Background: an optimization exercise with open tools, aiming at small area, a short achievable clock period and few clock cycles. Do not read the settings as production practice. Only simulation tests tie the RTL to the original design; equivalence was not proved. No activity file was given, so power comes from the tool's default toggle rates.

## gfce
module gfce (
    input  wire        clk,
    input  wire        rst,
    input  wire        cmd_valid,
    input  wire [63:0] cmd_data,
    output wire        cmd_rsp_valid,
    output wire [63:0] cmd_rsp_data,
    input  wire        cfg_valid,
    input  wire [63:0] cfg_data,
    output wire        cfg_rsp_valid,
    output wire [63:0] cfg_rsp_data,
    output wire        mem_rd_en,
    output wire [31:0] mem_rd_addr,
    input  wire [7:0]  mem_rd_data,
    output wire        mem_wr_en,
    output wire [31:0] mem_wr_addr,
    output wire [7:0]  mem_wr_data
);
For scale: ~6300 cells after synthesis, roughly 64000 sq um of cells after synthesis.
clock: 30.0 ns
lec_check: 0
cap_margin: 20
core_margin: 2
core_utilization: 55
cts_buf_list: sky130_fd_sc_hd__clkbuf_16 sky130_fd_sc_hd__clkbuf_8
cts_cluster_diameter: 70
cts_cluster_size: 25
place_density: 0.7
slew_margin: 20
standard.sh (not shown) runs the stock make flow with config.mk's settings and CLKGATE_MAP_FILE= SYNTH_SCRIPT=/design/flow/synth_recipe.tcl, a recipe that flattens the netlist after the stock synthesis.
==> flow/flow/run.sh <==
#!/bin/bash
# Layout: the standard flow (standard.sh, with its unchanged standard
# synthesis) with two layout choices:
#  - the port buffers are sky130_fd_sc_hd__buf_2 instead of the default pick
#    (a slow delay buffer);
set -euo pipefail
bash standard.sh \
  "BUFFER_PORTS_ARGS=-buffer_cell sky130_fd_sc_hd__buf_2" \
  "SETUP_SLACK_MARGIN=22.6" \
  finish > standard.log 2>&1
The starting point completed with no timing, DRC or antenna violations.
Testbench counts at the start, summed over its fixed seeds: cycles 135,742.
Change:
--- a/flow/design.v
+++ b/flow/design.v
@@ -87,13 +87,12 @@
     reg [1:0]  rd_pos;
     reg [2:0]  rd_ch;
     wire [31:0] rd_frm = adv_d[31:0];    
     reg        v1, bv;
     reg [7:0]  bq;
     reg [1:0]  mac_j;
-    reg        mac_lastq;         
     reg [2:0]  mac_ch;
     reg [39:0] acc;
     assign adv_sum = acc[32:0];
     reg        sticky;
     reg        fin;
     reg [23:0] wr_sr;
@@ -414,21 +413,20 @@
         else if (adv_busy && adv_st == 2'd2 && au_ge && !adv_d[32])
             adv_d <= {adv_d[31:0], 1'b0};
         else if (adv_busy && adv_st == 2'd3)
             adv_d <= {1'b0, adv_d[32:1]};
     end
     wire        mac_first = mac_j == 2'd0;
-    wire        mac_last  = mac_lastq;
+    wire        mac_last  = mac_j == mac_lastb;
     wire        mac_use   = bv && (mac_j <= mac_lastb);
     reg  [30:0] mac_m;
     wire signed [8:0]  mac_b = {mac_last & bq[7], bq};
     wire signed [40:0] mac_p = mac_b * $signed({1'b0, mac_m});
     wire [39:0] mac_base  = mac_first ? 40'd0 : {8'd0, acc[39:8]};
     wire [39:0] mac_sum   = mac_base + mac_p[39:0];
     wire [1:0]  mac_jlast = rd_lastb;
-    wire [1:0]  mac_j_nxt = (mac_j == mac_jlast) ? 2'd0 : mac_j + 2'd1;
     always @(posedge clk) begin
         if (rst) begin
             v1  <= 1'b0;
             bv  <= 1'b0;
             fin <= 1'b0;
         end else begin
@@ -436,18 +434,16 @@
             bv  <= v1;
             fin <= mac_use && mac_last;
         end
         bq <= mem_rd_data;
         if (do_proc) begin
             mac_j  <= 2'd0;
-            mac_lastq <= 1'b0;
             mac_ch <= 3'd0;
             mac_m  <= g_rd;
         end else if (bv) begin
-            mac_j <= mac_j_nxt;
-            mac_lastq <= mac_j_nxt == mac_lastb;
+            mac_j <= (mac_j == mac_jlast) ? 2'd0 : mac_j + 2'd1;
             if (mac_use && mac_last) begin
                 mac_ch <= mac_ch_nxt;
                 mac_m  <= g_rd;
             end
         end
         if (mac_use) begin
Effect:
- cell count shrinks by 0.30%
- combinational power shrinks by about 10%
- total power shrinks by about 3.2%
- non-clock buffer count shrinks by 4
- clock skew shrinks by 0.033 ns
- hold slack degrades by 0.033 ns
- synthesized area shrinks by 0.70%
- wire length shrinks by 4.3%
- first-iteration DRC count shrinks by about 10%
- sequential power stays flat
- cell area shrinks by 0.54%
- core utilization barely changes
- setup slack hardly moves
Testbench counts after the change, summed over its fixed seeds: cycles 135,742.

static timing again, ports no longer ideal:
No port has a modelled driver above. Below, the same layouts with a new extraction and two added sets of constraints.
Step 1 (the two cells are an assumption about what drives the block):
set clk [get_ports {clk}]
set_driving_cell -lib_cell sky130_fd_sc_hd__clkbuf_16 $clk
set_driving_cell -lib_cell sky130_fd_sc_hd__buf_2 [delete_from_list [all_inputs] $clk]
Step 2, shift: input delay + t, output delay - t, t = (earliest + latest rising clock arrival at the registers) / 2. This alone moves slack from input paths to output paths.
Slacks: ideal / step 1 / step 2; pairs: ideal / step 1.
| run | t, ns | slack for setup (ns) | worst setup path at the end | clock arrival spread, ns | cell pins on the clock port's net |
|---|---|---|---|---|---|
| the first run | 0.774 | 22.624 / 22.547 / 22.710 | register to register | 0.091 / 0.091 | 1 |
| the second run | 0.773 | 22.627 / 22.544 / 22.724 | input to register | 0.053 / 0.054 | 1 |
After both steps setup and hold are still met in every run listed.
